What follows belongs to an exercise in optimizing a design on an open flow for small area, a short achievable clock period and few clock cycles; a production flow would make more cautious choices.
In this exercise RTL edits were held to simulation tests only and were not proved equivalent to the original.
Power figures rest on the tool's default switching activity, not on a simulated workload.

==> flow/design.v, too long to show whole: its modules and the start of the top module <==
// module ht_home_rom: 518 lines
// module ht_home_mod: 1075 lines
// module ht_probe_core: 183 lines
module ht_probe_core (
    input  wire        clk,
    input  wire        rst,
    input  wire        cfg_valid,
    input  wire [5:0]  cfg_capacity,
    input  wire        cmd_valid,
    output wire        cmd_ready,
    input  wire [1:0]  cmd_op,
    input  wire [63:0] cmd_key,
    input  wire [63:0] cmd_hash,
    output wire        rsp_valid,
    input  wire        rsp_ready,
    output wire [1:0]  rsp_op,
    output wire [1:0]  rsp_status,
    output wire [31:0] rsp_pos,
    output wire [31:0] rsp_home,
    output wire [31:0] rsp_cap,
    output wire [63:0] rsp_hash,
    output wire [63:0] rsp_key
);
  // ...
==> flow/run.sh <==
#!/bin/bash
# synth_recipe.tcl (not shown) runs the flow's synth.tcl, then flattens the netlist and writes it again
# the make line also repeats each setting of config.mk as NAME=value (left out here)
make -C /OpenROAD-flow-scripts/flow DESIGN_CONFIG=/design/flow/config.mk WORK_HOME=/design/flow/orfs CLKGATE_MAP_FILE= SYNTH_SCRIPT=/design/flow/synth_recipe.tcl finish
==> flow/config.mk <==
export PLATFORM = sky130hd
export DESIGN_NAME = ht_probe_core
export DESIGN_NICKNAME = ht_probe_core
export VERILOG_FILES = /design/flow/design.v
export SDC_FILE = /design/flow/constraint.sdc
export NUM_CORES = 4
export LEC_CHECK = 0
export CAP_MARGIN = 20
export CORE_MARGIN = 2
export CORE_UTILIZATION = 40
export PLACE_DENSITY = 0.6
export SLEW_MARGIN = 20
==> flow/constraint.sdc <==
create_clock -name core_clock -period 8.0 [get_ports {clk}]
set_input_delay 1.6000 -clock core_clock [delete_from_list [all_inputs] [get_ports {clk}]]
set_output_delay 1.6000 -clock core_clock [all_outputs]
set_load 0.01 [all_outputs]
==> results.toml, run 1 <==
[logic_synthesis]
yosysWarnings = 6
yosysTopAreaCellShare_pct = 51.0
synth_top_family_by_area = "XOR/XNOR gates"
yosys.area_share.simple_pct = 9.28
synth_adder_area_share_pct = 4.84
netlist-cell-type-count = 104
synthMuxAreaShare_pct = 1.40
postSynthAreaPerCell_sq_um = 13.3

[min_path]
min_path_cells = 2
hp-class = "reg2reg"

[place]
place_ws_ns = -1.07
port_buffers = 317

[global_route]
grt.met1_usage_pct = 47.1
grt_pass1_vias = 88346
use_met3_pct = 7.01

[layout]
nNonClkBuffers = 1673
largest_reg_flops = 2048
layout_commonest_cell = "edfxtp_1"
multi_input_area_sq_mm = 0.0486

[status]
status = "finished clean"

[drt]
met1_length_microns = 239000
firstDrtPassIters = 8

[clocking]
clockBufferDepth = 4

[timing]
finalCritPeriodShare_pct = 98.9
max_freq_mhz = 126
fin_crit_ns = 7.91

[setup_path]
crit_chain = "buf_12, xor2_1, nor4_1, nand4_1, nor4_1, a22o_1, buf_4, nor2b_1, o21ai_0, a41oi_2, nand4_1, buf_4, o32ai_4, buf_12, a32o_2, nor2_4, buf_4, nand2_1, dlygate4sd2_1"
Testbench counts, summed over its fixed seeds: cycles 7,768.
==> module ht_probe_core, before the edit <==
module ht_probe_core (
    input  wire        clk,
    input  wire        rst,
    input  wire        cfg_valid,
    input  wire [5:0]  cfg_capacity,
    input  wire        cmd_valid,
    output wire        cmd_ready,
    input  wire [1:0]  cmd_op,
    input  wire [63:0] cmd_key,
    input  wire [63:0] cmd_hash,
    output wire        rsp_valid,
    input  wire        rsp_ready,
    output wire [1:0]  rsp_op,
    output wire [1:0]  rsp_status,
    output wire [31:0] rsp_pos,
    output wire [31:0] rsp_home,
    output wire [31:0] rsp_cap,
    output wire [63:0] rsp_hash,
    output wire [63:0] rsp_key
);
    localparam CAP_MAX = 32;
    localparam TW      = 480;      
    localparam OP_INSERT = 2'b00;
    localparam OP_REMOVE = 2'b10;
    localparam ST_OK       = 2'b00;
    localparam ST_NOTFOUND = 2'b01;
    localparam ST_ILLEGAL  = 2'b10;
    localparam ST_FULL     = 2'b11;
    reg [CAP_MAX-1:0]    emp;
    reg [CAP_MAX-1:0]    occ;
    reg [64*CAP_MAX-1:0] keyf;    
    reg        busy;               
    reg [5:0]  capacity;
    reg [1:0]  op_q;
    reg [63:0] key_q;
    reg [63:0] hash_q;
    reg [4:0]  slo_q;              
    reg [31:1] ge_q;               
    wire [5:0] cap_nx = rst ? CAP_MAX[5:0] :
                        (cfg_valid && !busy) ? cfg_capacity : capacity;
    wire [TW-1:0] tab;
    ht_home_rom u_rom (
        .cap (cap_nx),
        .tab (tab)
    );
    reg [TW-1:0] tab_q;
    reg  [9:0] mc_q [0:31];
    wire [9:0] mc   [0:31];
    integer j;
    always @(posedge clk) begin
        tab_q <= tab;
        for (j = 0; j < 32; j = j + 1)
            mc_q[j] <= {4'd0, cap_nx} * j[9:0];
    end
    genvar gj;
    generate
        for (gj = 0; gj < 32; gj = gj + 1) begin : g_mc
            if (gj == 0)
                assign mc[gj] = 10'd0;
            else if ((gj & (gj - 1)) == 0)
                assign mc[gj] = {4'd0, capacity} * gj;
            else
                assign mc[gj] = mc_q[gj];
        end
    endgenerate
    wire [9:0] sa, sb;
    ht_home_mod u_mod (
        .tab  (tab_q),
        .hash (cmd_hash),
        .s_a  (sa),
        .s_b  (sb)
    );
    wire [9:0] s = sa + sb;
    reg [31:1] ge;
    always @(*) begin
        for (j = 1; j < 32; j = j + 1)
            ge[j] = (s >= mc[j]);
    end
    reg  [4:0] qc;
    always @(*) begin
        qc = 5'd0;
        for (j = 1; j < 32; j = j + 1)
            if (ge_q[j] && (j == 31 || !ge_q[(j + 1) % 32]))
                qc = qc | mc[j][4:0];
    end
    wire [4:0] home = slo_q - qc;
    reg [CAP_MAX-1:0] match;
    integer k;
    always @(*) begin
        for (k = 0; k < CAP_MAX; k = k + 1)
            match[k] = occ[k] && (keyf[64*k +: 64] == key_q);
    end
    wire [CAP_MAX-1:0] cand  = (op_q == OP_INSERT) ? emp : match;
    wire               found = |cand;
    reg  [3:0] gf   [0:31];    
    reg  [3:0] any4;
    reg  [2:0] gfirst [0:3];
    integer g, b, i;
    always @(*) begin
        for (g = 0; g < 4; g = g + 1) begin
            for (b = 0; b < 8; b = b + 1) begin
                gf[8*g + b] = 4'd0;
                for (i = 7; i >= b; i = i - 1)
                    if (cand[8*g + i]) gf[8*g + b] = {1'b1, i[2:0]};
            end
            any4[g]   = gf[8*g][3];
            gfirst[g] = gf[8*g][2:0];
        end
    end
    reg [4:0] first_all;
    reg [4:0] after [0:3];
    always @(*) begin
        first_all = 5'd0;
        for (i = 3; i >= 0; i = i - 1)
            if (any4[i]) first_all = {i[1:0], gfirst[i]};
        for (g = 0; g < 4; g = g + 1) begin
            after[g] = first_all;
            for (i = 3; i > g; i = i - 1)
                if (any4[i]) after[g] = {i[1:0], gfirst[i]};
        end
    end
    wire [1:0] hg = home[4:3];
    wire [2:0] hb = home[2:0];
    wire [3:0] inhg = gf[{hg, hb}];
    wire [4:0] pos  = inhg[3] ? {hg, inhg[2:0]} : after[hg];
    wire illegal = (op_q == 2'b11);
    wire done    = busy && rsp_ready;
    wire [CAP_MAX-1:0] first = found ? (32'd1 << pos) : 32'd0;
    always @(posedge clk) begin
        if (rst) begin
            busy     <= 1'b0;
            capacity <= CAP_MAX[5:0];
            emp      <= {CAP_MAX{1'b1}};
            occ      <= {CAP_MAX{1'b0}};
        end else begin
            if (!busy) begin
                if (cfg_valid) begin
                    capacity <= cfg_capacity;
                    for (k = 0; k < CAP_MAX; k = k + 1)
                        emp[k] <= (k < cfg_capacity);
                    occ <= {CAP_MAX{1'b0}};
                end else if (cmd_valid) begin
                    busy <= 1'b1;
                end
            end else if (rsp_ready) begin
                busy <= 1'b0;
                if (!illegal) begin
                    if (op_q == OP_INSERT) begin
                        emp <= emp & ~first;
                        occ <= occ | first;
                    end else if (op_q == OP_REMOVE) begin
                        occ <= occ & ~first;
                    end
                end
            end
        end
    end
    always @(posedge clk) begin
        if (cmd_valid && !busy) begin
            op_q   <= cmd_op;
            key_q  <= cmd_key;
            hash_q <= cmd_hash;
            slo_q  <= s[4:0];
            ge_q   <= ge;
        end
    end
    always @(posedge clk) begin
        for (k = 0; k < CAP_MAX; k = k + 1)
            if (done && op_q == OP_INSERT && first[k])
                keyf[64*k +: 64] <= key_q;
    end
    assign cmd_ready  = !busy;
    assign rsp_valid  = busy;
    assign rsp_op     = op_q;
    assign rsp_status = illegal ? ST_ILLEGAL :
                        found   ? ST_OK :
                        (op_q == OP_INSERT) ? ST_FULL : ST_NOTFOUND;
    assign rsp_pos    = (illegal || !found) ? 32'hFFFFFFFF : {27'd0, pos};
    assign rsp_home   = illegal ? 32'd0 : {27'd0, home};
    assign rsp_cap    = {26'd0, capacity};
    assign rsp_hash   = illegal ? 64'd0 : hash_q;
    assign rsp_key    = key_q;
endmodule
==> inputs of run 2 (changes only) <==
--- a/flow/design.v
+++ b/flow/design.v
@@ -1593,2 +1593,129 @@
 endmodule
+module ht_cpa10 (
+    input  wire [9:0] a,
+    input  wire [9:0] b,
+    output wire [9:0] s
+);
+    wire [9:0] g = a & b;
+    wire [9:0] p = a ^ b;
+    wire k_g0_1 = g[1] | (p[1] & g[0]);
+    wire k_p0_1 = p[1] & p[0];
+    wire k_g0_2 = g[2] | (p[2] & g[1]);
+    wire k_p0_2 = p[2] & p[1];
+    wire k_g0_3 = g[3] | (p[3] & g[2]);
+    wire k_p0_3 = p[3] & p[2];
+    wire k_g0_4 = g[4] | (p[4] & g[3]);
+    wire k_p0_4 = p[4] & p[3];
+    wire k_g0_5 = g[5] | (p[5] & g[4]);
+    wire k_p0_5 = p[5] & p[4];
+    wire k_g0_6 = g[6] | (p[6] & g[5]);
+    wire k_p0_6 = p[6] & p[5];
+    wire k_g0_7 = g[7] | (p[7] & g[6]);
+    wire k_p0_7 = p[7] & p[6];
+    wire k_g0_8 = g[8] | (p[8] & g[7]);
+    wire k_p0_8 = p[8] & p[7];
+    wire k_g0_9 = g[9] | (p[9] & g[8]);
+    wire k_p0_9 = p[9] & p[8];
+    wire k_g1_2 = k_g0_2 | (k_p0_2 & g[0]);
+    wire k_p1_2 = k_p0_2 & p[0];
+    wire k_g1_3 = k_g0_3 | (k_p0_3 & k_g0_1);
+    wire k_p1_3 = k_p0_3 & k_p0_1;
+    wire k_g1_4 = k_g0_4 | (k_p0_4 & k_g0_2);
+    wire k_p1_4 = k_p0_4 & k_p0_2;
+    wire k_g1_5 = k_g0_5 | (k_p0_5 & k_g0_3);
+    wire k_p1_5 = k_p0_5 & k_p0_3;
+    wire k_g1_6 = k_g0_6 | (k_p0_6 & k_g0_4);
+    wire k_p1_6 = k_p0_6 & k_p0_4;
+    wire k_g1_7 = k_g0_7 | (k_p0_7 & k_g0_5);
+    wire k_p1_7 = k_p0_7 & k_p0_5;
+    wire k_g1_8 = k_g0_8 | (k_p0_8 & k_g0_6);
+    wire k_p1_8 = k_p0_8 & k_p0_6;
+    wire k_g1_9 = k_g0_9 | (k_p0_9 & k_g0_7);
+    wire k_p1_9 = k_p0_9 & k_p0_7;
+    wire k_g2_4 = k_g1_4 | (k_p1_4 & g[0]);
+    wire k_p2_4 = k_p1_4 & p[0];
+    wire k_g2_5 = k_g1_5 | (k_p1_5 & k_g0_1);
+    wire k_p2_5 = k_p1_5 & k_p0_1;
+    wire k_g2_6 = k_g1_6 | (k_p1_6 & k_g1_2);
+    wire k_p2_6 = k_p1_6 & k_p1_2;
+    wire k_g2_7 = k_g1_7 | (k_p1_7 & k_g1_3);
+    wire k_p2_7 = k_p1_7 & k_p1_3;
+    wire k_g2_8 = k_g1_8 | (k_p1_8 & k_g1_4);
+    wire k_p2_8 = k_p1_8 & k_p1_4;
+    wire k_g2_9 = k_g1_9 | (k_p1_9 & k_g1_5);
+    wire k_p2_9 = k_p1_9 & k_p1_5;
+    wire k_g3_8 = k_g2_8 | (k_p2_8 & g[0]);
+    wire k_p3_8 = k_p2_8 & p[0];
+    wire k_g3_9 = k_g2_9 | (k_p2_9 & k_g0_1);
+    wire k_p3_9 = k_p2_9 & k_p0_1;
+    assign s[0] = p[0];
+    assign s[1] = p[1] ^ g[0];
+    assign s[2] = p[2] ^ k_g0_1;
+    assign s[3] = p[3] ^ k_g1_2;
+    assign s[4] = p[4] ^ k_g1_3;
+    assign s[5] = p[5] ^ k_g2_4;
+    assign s[6] = p[6] ^ k_g2_5;
+    assign s[7] = p[7] ^ k_g2_6;
+    assign s[8] = p[8] ^ k_g2_7;
+    assign s[9] = p[9] ^ k_g3_8;
+endmodule
+module ht_ge10 (
+    input  wire [9:0] a,
+    input  wire [9:0] b,
+    output wire       ge
+);
+    wire [9:0] g = a & ~b;
+    wire [9:0] p = a | ~b;
+    wire k_g0_1 = g[1] | (p[1] & g[0]);
+    wire k_p0_1 = p[1] & p[0];
+    wire k_g0_2 = g[2] | (p[2] & g[1]);
+    wire k_p0_2 = p[2] & p[1];
+    wire k_g0_3 = g[3] | (p[3] & g[2]);
+    wire k_p0_3 = p[3] & p[2];
+    wire k_g0_4 = g[4] | (p[4] & g[3]);
+    wire k_p0_4 = p[4] & p[3];
+    wire k_g0_5 = g[5] | (p[5] & g[4]);
+    wire k_p0_5 = p[5] & p[4];
+    wire k_g0_6 = g[6] | (p[6] & g[5]);
+    wire k_p0_6 = p[6] & p[5];
+    wire k_g0_7 = g[7] | (p[7] & g[6]);
+    wire k_p0_7 = p[7] & p[6];
+    wire k_g0_8 = g[8] | (p[8] & g[7]);
+    wire k_p0_8 = p[8] & p[7];
+    wire k_g0_9 = g[9] | (p[9] & g[8]);
+    wire k_p0_9 = p[9] & p[8];
+    wire k_g1_2 = k_g0_2 | (k_p0_2 & g[0]);
+    wire k_p1_2 = k_p0_2 & p[0];
+    wire k_g1_3 = k_g0_3 | (k_p0_3 & k_g0_1);
+    wire k_p1_3 = k_p0_3 & k_p0_1;
+    wire k_g1_4 = k_g0_4 | (k_p0_4 & k_g0_2);
+    wire k_p1_4 = k_p0_4 & k_p0_2;
+    wire k_g1_5 = k_g0_5 | (k_p0_5 & k_g0_3);
+    wire k_p1_5 = k_p0_5 & k_p0_3;
+    wire k_g1_6 = k_g0_6 | (k_p0_6 & k_g0_4);
+    wire k_p1_6 = k_p0_6 & k_p0_4;
+    wire k_g1_7 = k_g0_7 | (k_p0_7 & k_g0_5);
+    wire k_p1_7 = k_p0_7 & k_p0_5;
+    wire k_g1_8 = k_g0_8 | (k_p0_8 & k_g0_6);
+    wire k_p1_8 = k_p0_8 & k_p0_6;
+    wire k_g1_9 = k_g0_9 | (k_p0_9 & k_g0_7);
+    wire k_p1_9 = k_p0_9 & k_p0_7;
+    wire k_g2_4 = k_g1_4 | (k_p1_4 & g[0]);
+    wire k_p2_4 = k_p1_4 & p[0];
+    wire k_g2_5 = k_g1_5 | (k_p1_5 & k_g0_1);
+    wire k_p2_5 = k_p1_5 & k_p0_1;
+    wire k_g2_6 = k_g1_6 | (k_p1_6 & k_g1_2);
+    wire k_p2_6 = k_p1_6 & k_p1_2;
+    wire k_g2_7 = k_g1_7 | (k_p1_7 & k_g1_3);
+    wire k_p2_7 = k_p1_7 & k_p1_3;
+    wire k_g2_8 = k_g1_8 | (k_p1_8 & k_g1_4);
+    wire k_p2_8 = k_p1_8 & k_p1_4;
+    wire k_g2_9 = k_g1_9 | (k_p1_9 & k_g1_5);
+    wire k_p2_9 = k_p1_9 & k_p1_5;
+    wire k_g3_8 = k_g2_8 | (k_p2_8 & g[0]);
+    wire k_p3_8 = k_p2_8 & p[0];
+    wire k_g3_9 = k_g2_9 | (k_p2_9 & k_g0_1);
+    wire k_p3_9 = k_p2_9 & k_p0_1;
+    assign ge = k_g3_9 | k_p3_9;
+endmodule
 module ht_probe_core (
@@ -1639,4 +1766,5 @@
     reg [TW-1:0] tab_q;
-    reg  [9:0] mc_q [0:31];
-    wire [9:0] mc   [0:31];
+    wire [9:0] mc    [0:31];
+    reg  [4:0] mclo_q [0:7];
+    wire [4:0] mclo  [0:7];
     integer j;
@@ -1644,4 +1772,4 @@
         tab_q <= tab;
-        for (j = 0; j < 32; j = j + 1)
-            mc_q[j] <= {4'd0, cap_nx} * j[9:0];
+        for (j = 0; j < 8; j = j + 1)
+            mclo_q[j] <= cap_nx[4:0] * j[4:0];
     end
@@ -1650,8 +1778,9 @@
         for (gj = 0; gj < 32; gj = gj + 1) begin : g_mc
-            if (gj == 0)
-                assign mc[gj] = 10'd0;
-            else if ((gj & (gj - 1)) == 0)
-                assign mc[gj] = {4'd0, capacity} * gj;
+            assign mc[gj] = {4'd0, capacity} * gj;
+        end
+        for (gj = 0; gj < 8; gj = gj + 1) begin : g_mclo
+            if ((gj & (gj - 1)) == 0)
+                assign mclo[gj] = mc[gj][4:0];
             else
-                assign mc[gj] = mc_q[gj];
+                assign mclo[gj] = mclo_q[gj];
         end
@@ -1665,16 +1794,46 @@
     );
-    wire [9:0] s = sa + sb;
-    reg [31:1] ge;
-    always @(*) begin
-        for (j = 1; j < 32; j = j + 1)
-            ge[j] = (s >= mc[j]);
-    end
-    reg  [4:0] qc;
+    wire [9:0] s;
+    ht_cpa10 u_cpa (
+        .a (sa),
+        .b (sb),
+        .s (s)
+    );
+    wire [32:1] ge;
+    assign ge[32] = 1'b0;
+    generate
+        for (gj = 1; gj < 32; gj = gj + 1) begin : g_ge
+            ht_ge10 u_ge (
+                .a  (s),
+                .b  (mc[gj]),
+                .ge (ge[gj])
+            );
+        end
+    endgenerate
+    wire [32:0] gt = {1'b0, ge_q, 1'b1};       
+    reg  [31:0] sel;
+    reg  [3:0]  a1h;                           
+    reg  [7:0]  b1h;                           
+    reg  [4:0]  y;                             
+    reg  [1:0]  x;                             
+    reg  [1:0]  kc;
+    integer m;
     always @(*) begin
-        qc = 5'd0;
-        for (j = 1; j < 32; j = j + 1)
-            if (ge_q[j] && (j == 31 || !ge_q[(j + 1) % 32]))
-                qc = qc | mc[j][4:0];
+        for (j = 0; j < 32; j = j + 1)
+            sel[j] = gt[j] && !gt[j + 1];
+        for (m = 0; m < 4; m = m + 1)
+            a1h[m] = gt[8 * m] && !gt[8 * m + 8];
+        for (m = 0; m < 8; m = m + 1)
+            b1h[m] = sel[m] || sel[m + 8] || sel[m + 16] || sel[m + 24];
+        y = 5'd0;
+        for (m = 0; m < 8; m = m + 1)
+            if (b1h[m])
+                y = y | mclo[m];
+        x = 2'd0;
+        for (m = 0; m < 4; m = m + 1) begin
+            kc = capacity[1:0] * m[1:0];
+            if (a1h[m])
+                x = x | kc;
+        end
     end
-    wire [4:0] home = slo_q - qc;
+    wire [4:0] home = slo_q - y - {x, 3'b000};
     reg [CAP_MAX-1:0] match;
@@ -1683,5 +1842,6 @@
         for (k = 0; k < CAP_MAX; k = k + 1)
-            match[k] = occ[k] && (keyf[64*k +: 64] == key_q);
+            match[k] = occ[k] && (keyf[64*k +: 64] == cmd_key);
     end
-    wire [CAP_MAX-1:0] cand  = (op_q == OP_INSERT) ? emp : match;
+    reg  [CAP_MAX-1:0] cand_q;
+    wire [CAP_MAX-1:0] cand  = cand_q;
     wire               found = |cand;
@@ -1716,3 +1876,8 @@
     wire [2:0] hb = home[2:0];
-    wire [3:0] inhg = gf[{hg, hb}];
+    reg  [3:0] ing [0:3];      
+    always @(*) begin
+        for (g = 0; g < 4; g = g + 1)
+            ing[g] = gf[8*g + hb];
+    end
+    wire [3:0] inhg = ing[hg];
     wire [4:0] pos  = inhg[3] ? {hg, inhg[2:0]} : after[hg];
@@ -1756,3 +1921,4 @@
             slo_q  <= s[4:0];
-            ge_q   <= ge;
+            ge_q   <= ge[31:1];
+            cand_q <= (cmd_op == OP_INSERT) ? emp : match;
         end
--- a/flow/config.mk
+++ b/flow/config.mk
@@ -9,4 +9,8 @@
 export CORE_MARGIN = 2
-export CORE_UTILIZATION = 40
+export CORE_UTILIZATION = 45
+export CTS_BUF_LIST = sky130_fd_sc_hd__clkbuf_8
+export CTS_CLUSTER_DIAMETER = 50
+export CTS_CLUSTER_SIZE = 12
 export PLACE_DENSITY = 0.6
+export SETUP_SLACK_MARGIN = 0.5
 export SLEW_MARGIN = 20
==> run 2 against run 1 <==
Compared with the run above:
- largest cell class unchanged
- final cell count down 5.5%
- first-iteration DRC count rose by 29%
- sequential power down 2%
- combinational power decreased by 13%
- worst setup slack improved by 0.49 ns
- critical path depth grew 4
- still clean
- die area shrank 13%
- largest power group unchanged
==> results.toml, run 2 <==
[clocking]
postCtsHoldBufs = 0
clkTransAtPathRegs_ns = 0.08
clockBufferDepth = 4
cts_tree = "done"
cts_root_buf = "clkbuf_8"
cts_made_buffers = 340
insertion_delay_ns = 1.18
h-tree-depth = 5
cts.sinks = 2765

[floorplanning]
fp.dieH_microns = 535
rows = 194
core-area_sq_mm = 0.280
initial_core_util_pct = 45.3
io_pins = 371
die_x_microns = 535
die_area_sq_mm = 0.286

[logic_synthesis]
synth-edff-count = 2246
synth_area_leaders = "edfxtp_1 (53%), dfxtp_1 (8.2%), xor2_1 (8.1%)"
synthTopCellsByCount = "edfxtp_1 (2246), xor2_1 (1177), xnor2_1 (1120), dfxtp_1 (519), nand2_1 (435)"
postSynthAreaPerCell_sq_um = 13.2
yosysWarnings = 11
yosysTopAreaCellShare_pct = 53.2
mappedNetlistArea_sq_mm = 0.127
yosysTopAreaCell = "edfxtp_1"
seq_area_frac_synth_pct = 61.4
synth_ff_type = "edfxtp_1"
netlist-cell-type-count = 99
synth.most_common_cell = "edfxtp_1"
async_flop_share_pct = 0
ys_ff_latch = 2765
netlist_instances = 9612

[place]
gp_congestion = 1.06
dpl_cell_area_sq_mm = 0.143
port_buffers = 317
dp.cells = 14364
place_ws_ns = -1.03
post-dp-hpwl_microns = 443000

[timing]
slew_headroom_pct = 14.1
max_freq_mhz = 135
setup_viol = 0
rsz0062_at_grt = "yes"
hold_violations = 0
finalMaxSlewViolations = 0
setup_tns_ns = 0
finalCritPeriodShare_pct = 92.8
fin_crit_ns = 7.42
finalWorstSetupSlack_ns = 0.580
clock_skew_ns = 0.158
tightest_slew_ns = 1.29

[setup_path]
endpoint_kind = "primary output"
cp_max_fo = 6
cp_top_family = "simple AND/OR/NAND/NOR gates"
cp.required_ns = 6.40
crit_top_cell = "buf_6"
cp.arrival_ns = 5.82
critPathSlowestCell = "or4_4"
startpoint_type = "flop"
crit_chain = "nor2b_1, or4_4, or2_2, o21ai_0, nand2_1, ha_1, inv_1, fa_2, nand2b_1, a21oi_2, xnor2_1, xnor2_1, xnor2_2, buf_6, mux2i_4, a221oi_2, mux2_4, o31ai_4, o22ai_2, o21ai_2, nand3_1, buf_6, buf_6"
r2r_setup_slack_ns = 0.92
criticalPathCategory = "reg2out"
cpPeakStageDelay_ns = 0.60
cp.buffers_inverters = 4

[drt]
drtIter0Drc = 15743
post-route-drc-count = 0
firstDrtPassIters = 21
dr_total_vias = 96840
drt-total-wl_microns = 646000
routed_via_density = 6.41
post_drt_wl_per_cell_microns = 42.8
drtAntennaViolNets = 0

[pwr]
worst_ir_drop_vdd_v = 0.000467
p_leak_nw = 57.1
power_density_mw_per_mm2 = 238

[global_route]
grt_pass1_wl_microns = 837000
grt_pass1_vias = 89430
grt_usage_pct = 44.2
antenna_found_initial = 99
grt_max_degree = 85
grt_overflow = 0

[run]
drv_cap = 0

[layout]
drive_gt1_share_pct = 21.3
largest_reg_flops = 2048
n_fill_cell = 23718
nNetsFinal = 11383
layoutNonFillerInstCount = 15106
multi_input_area_sq_mm = 0.0474
stdcell_area_sq_mm = 0.152
finalCoreUtilization_pct = 54.2
reg_top3 = "keyf: 2048 flops, tab_q: 436 flops"
top_register = "keyf"
layout_common_cells = "edfxtp_1 (2246), buf_4 (1198), xor2_1 (1166)"
layout_commonest_cell = "edfxtp_1"
area_growth_pct = 19.8
regArea_sq_mm = 0.0778

[status]
status = "finished clean"

[min_path]
hp-class = "reg2reg"
==> run 2: cell count changes in the layout (fill, tap and decap cells not counted), moves of 58 or more <==
cell	delta
ha_1	-208
clkbuf_16	-331
maj3_2	+69
clkdlybuf4s50_1	-91
buf_4	+63
clkbuf_1	-69
nand2_1	+66
nor2b_1	-58
clkbuf_8	+341
nor2_1	+71
nand3_1	-58
buf_12	-126
dfxtp_1	-91
==> run 2: per-layer routing <==
| metal | up-vias | GRT usage, % | routed length, microns |
|---|---|---|---|
| met5 | - | 0 | 255 |
| met4 | 34 | 36.7 | 65900 |
| met3 | 2375 | 10.1 | 76500 |
| met2 | 8327 | 66.5 | 280000 |
| met1 | 48496 | 54.2 | 224000 |
| li1 | 37608 | - | - |
==> run 2: through the flow <==
stage	hold slack, ns	total power [mW]
after floorplan	0.426	20.2
after global placement	0.447	24.4
after detailed placement	0.452	24.4
after CTS	0.472	35.6
after global routing	0.497	36.8
final	0.472	36.1
==> run 2: worst paths after layout <==
path                            cells past startpoint           startpoint                   to
worst max-delay path                               23    ge_q[7]$_DFFE_PP_           rsp_pos[1]
worst min-delay path                                1  emp[9]$_SDFFE_PP1P_  emp[9]$_SDFFE_PP1P_
worst max register to register                     28    ge_q[7]$_DFFE_PP_  keyf[764]$_DFFE_PP_
worst min register to register                      1  emp[9]$_SDFFE_PP1P_  emp[9]$_SDFFE_PP1P_
==> run 2: layout make-up <==
type,instances,area share [%]
sequential,2765,51.3
timing repair buffer,1567,8.97
multi-input combinational,6079,31.2
antenna,84,0.138
tap,3724,3.07
clock inverter,230,1.35
inverter,301,0.747
clock buffer,356,3.23
==> run 2: repair_timing <==
action / 4_1_cts / 5_1_grt
cloned: 3 / 1
setup endpoints to repair: 33 / 33
resized for setup: 142 / 222
setup buffers: 30 / 38
pin swaps: 75 / 137
==> run 2: cells by family (layout without fill, tap and decap cells) <==
group,Yosys count,count (layout),share of synthesized area (%)
flip-flops,2765,2765,61.4
XOR/XNOR,2344,2344,16.7
AND/OR/NAND/NOR,2245,2246,9.15
AO/OA/AOI/OAI,885,885,4.76
buffers and inverters,821,2454,2.68
adder cells (fa/ha/maj),377,377,3.72
multiplexers,174,174,1.55
other,1,137,0.00296
==> run 2: power by group <==
part,switching [mW],internal (mW),total [mW]
sequential,0.206,15.9,16.1
clock,5.92,5.02,10.9
combinational,6.04,3.10,9.13
Testbench counts of run 2, summed over its fixed seeds: cycles 7,768.
==> inputs of run 3 (changes only) <==
--- a/flow/config.mk
+++ b/flow/config.mk
@@ -9,3 +9,3 @@
 export CORE_MARGIN = 2
-export CORE_UTILIZATION = 45
+export CORE_UTILIZATION = 50
 export CTS_BUF_LIST = sky130_fd_sc_hd__clkbuf_8
@@ -13,3 +13,3 @@
 export CTS_CLUSTER_SIZE = 12
-export PLACE_DENSITY = 0.6
+export PLACE_DENSITY = 0.62
 export SETUP_SLACK_MARGIN = 0.5
==> run 3 against run 2 <==
Compared with the run above:
- cell area decreased by 1.2%
- critical path depth decreased by 1
- via count decreased by 0.27%
- largest cell class unchanged
- critical endpoint is now rsp_pos[0]
- worst setup slack improved by 0.016 ns
- clock-buffer cell count decreased by 7
- sequential power about the same
- synthesized cell count unchanged
- global-route usage increased by 3.5 points
- critical path type unchanged
- first-iteration DRC count increased by 8.6%
- combinational power decreased by 2%
==> results.toml, run 3 <==
[status]
status = "finished clean"

[pwr]
p_leak_nw = 56.4
power_density_mw_per_mm2 = 236
p_sw_share_pct = 32.8
power_frac_seq_pct = 45.5
combinationalPowerShare_pct = 25.3
power_switching_mw = 11.6
p_clk_share_pct = 29.2
worst_ir_drop_vdd_v = 0.000460
p_total_mw = 35.4
p_int_mw = 23.8

[setup_path]
cp_max_fo = 6
cpPeakStageDelay_ns = 0.57
cp.required_ns = 6.40
criticalPathCategory = "reg2out"
cp.buffers_inverters = 5
crit_chain = "nor2b_1, or4_4, or2_2, o21ai_0, nand2_1, ha_1, inv_1, fa_2, nand2b_1, a21oi_2, xnor2_1, xnor2_1, xnor2_2, buf_4, mux2i_1, a221oi_2, mux2_4, buf_6, a311oi_2, buf_4, nand3_4, buf_6"
critPathSlowestCell = "or4_4"
cp_top_family = "simple AND/OR/NAND/NOR gates"
startpoint_type = "flop"
endpoint_kind = "primary output"
cp.arrival_ns = 5.80

[logic_synthesis]
synthTopCellsByCount = "edfxtp_1 (2246), xor2_1 (1177), xnor2_1 (1120), dfxtp_1 (519), nand2_1 (435)"
synth.most_common_cell = "edfxtp_1"
async_flop_share_pct = 0
seq_area_frac_synth_pct = 61.4
ys_ff_latch = 2765
netlist-cell-type-count = 99
synth-edff-count = 2246
mappedNetlistArea_sq_mm = 0.127
yosysTopAreaCell = "edfxtp_1"
synth_ff_type = "edfxtp_1"
yosysWarnings = 11
yosysTopAreaCellShare_pct = 53.2
netlist_instances = 9612
postSynthAreaPerCell_sq_um = 13.2
synth_area_leaders = "edfxtp_1 (53%), dfxtp_1 (8.2%), xor2_1 (8.1%)"

[global_route]
use_met3_pct = 13.1
global_route.peak_usage_layer = "met2"
antenna_found_initial = 88
grt_pass1_wl_microns = 815000
grt_overflow = 0
grt.met1_usage_pct = 58.2
grt_pass1_vias = 89382
grt_usage_pct = 47.7
grt_max_degree = 99
grtUsageMet2_pct = 70.7

[timing]
finalCritPeriodShare_pct = 92.6
hold_violations = 0
fin_crit_ns = 7.40
setup_viol = 0
whs_ns = 0.464
slew_headroom_pct = 15.3
setup_tns_ns = 0
tightest_slew_ns = 1.27
finalMaxSlewViolations = 0
max_freq_mhz = 135
finalWorstSetupSlack_ns = 0.596
rsz0062_at_grt = "yes"
clock_skew_ns = 0.188

[layout]
nNetsFinal = 11298
stdcell_area_sq_mm = 0.150
layout_common_cells = "edfxtp_1 (2246), xor2_1 (1162), buf_4 (1136)"
largest_reg_flops = 2048
area_growth_pct = 18.3
layout_commonest_cell = "edfxtp_1"
drive_gt1_share_pct = 20.2
reg_top3 = "keyf: 2048 flops, tab_q: 436 flops"
top_register = "keyf"
finalCoreUtilization_pct = 59.6
layoutNonFillerInstCount = 14590

[clocking]
cts_tree = "done"
h-tree-depth = 5
insertion_delay_ns = 1.18
clockBufferDepth = 4
clkTransAtPathRegs_ns = 0.08
cts.sinks = 2765
cts_root_buf = "clkbuf_8"
cts_made_buffers = 334

[floorplanning]
fp.dieH_microns = 507
io_pins = 371
die_x_microns = 507
die_area_sq_mm = 0.258
core-area_sq_mm = 0.252
rows = 184
initial_core_util_pct = 50.4

[drt]
dr_total_vias = 96574
drtIter0Drc = 17091
post_drt_wl_per_cell_microns = 42.9
drt-total-wl_microns = 625000
firstDrtPassIters = 6
routed_via_density = 6.62
post-route-drc-count = 0
drtAntennaViolNets = 0

[place]
port_buffers = 317
dpl_cell_area_sq_mm = 0.141
post-dp-hpwl_microns = 423000
gp_congestion = 1.08
dp.cells = 13889
place_ws_ns = -0.967

[min_path]
hp-class = "reg2reg"

[run]
drv_cap = 0
[run 3: cell types whose count changed in the layout (fill, tap and decap cells not counted), moves of 10 or more]
cell	previous run	this run
clkinv_4	24	14
clkinv_2	33	16
clkinvlp_4	39	20
buf_4	1198	1136
buf_12	88	70
inv_6	24	14
[run 3: power by group through the flow]
stage	Clock [mW]	Sequential (mW)	Combinational (mW)
CTS	10.3	16.1	8.07
global placement	0	16.4	7.72
floorplan	0	16.4	3.77
global route	10.8	16.1	9.13
detailed placement	0	16.4	7.75
finish	10.3	16.1	8.96
[run 3: cell type report]
| type | count | area [sq um] |
|---|---|---|
| antenna | 77 | 193 |
| clock buffer | 349 | 4800 |
| clock inverter | 183 | 1570 |
| fill | 20046 | 102000 |
| inverter | 301 | 1130 |
| multi-input combinational | 6078 | 47400 |
| sequential | 2765 | 77800 |
| tap | 3348 | 4190 |
| timing repair buffer | 1489 | 12800 |
[run 3: cell families (layout without fill, tap and decap cells)]
| group | count (synthesis) | after routing | synth area share [%] |
|---|---|---|---|
| AOI/OAI and AO/OA | 885 | 885 | 4.76 |
| xor gates and xnor gates | 2344 | 2344 | 16.7 |
| adders and majority gates | 377 | 377 | 3.72 |
| buffers and inverters | 821 | 2322 | 2.68 |
| DFF | 2765 | 2765 | 61.4 |
| muxes | 174 | 174 | 1.55 |
| other | 1 | 130 | 0.00296 |
| and+or+nand+nor | 2245 | 2245 | 9.15 |
[run 3: repair_timing]
action                                  4_1_cts  5_1_grt
gates resized for setup                      93      266
setup buffers                                27       63
endpoints found under the setup margin       32       36
hold buffers                                  0        0
pin swaps                                    53      146
cloned                                        1        0
[run 3: final timing paths]
kind / startpoint / cells past startpoint / endpoint / slack, ns
min reg2reg: key_q[25]$_DFFE_PP_ / 0 / keyf[793]$_DFFE_PP_ / 0.46
min: key_q[25]$_DFFE_PP_ / 0 / keyf[793]$_DFFE_PP_ / 0.46
max reg2reg: ge_q[7]$_DFFE_PP_ / 31 / keyf[539]$_DFFE_PP_ / 0.93
max: ge_q[7]$_DFFE_PP_ / 22 / rsp_pos[0] / 0.60
[run 3: routing by layer]
layer / vias up / part of all wire [%]
li1: 37362 / -
met1: 47739 / 33
met2: 8852 / 43
met3: 2589 / 13
met4: 32 / 11
met5: - / 0.035

-- what the ideal ports hide --
In the flow no input, the clock included, has a driving cell. The finished layouts below were timed again as built, in two steps. Step 1, drivers: a clkbuf_16 drives clk and a buf_2 each remaining input, both assumed. Step 2 also shifts input and output timing later by t, the mid clock arrival at the registers, as if the neighbouring blocks saw the same clock. Slacks: ideal ports / drivers / drivers and shift; pairs: ideal ports / drivers.
run	shift t [ns]	setup WS [ns]	hold WS [ns]	latest minus earliest clock arrival (ns)
run 1	1.018	0.087 / -0.018 / -0.775	0.464 / 0.464 / 0.464	0.082 / 0.082
run 2	1.217	0.580 / 0.469 / -0.537	0.472 / 0.472 / 0.472	0.158 / 0.158
run 3	1.200	0.596 / 0.481 / -0.493	0.464 / 0.464 / 0.464	0.188 / 0.189
With both steps, setup timing fails in every run listed, where it was met with ideal ports. The setup slack of run 2, which loses most, moves by -0.111 ns with the drivers and by -1.117 ns with both steps.
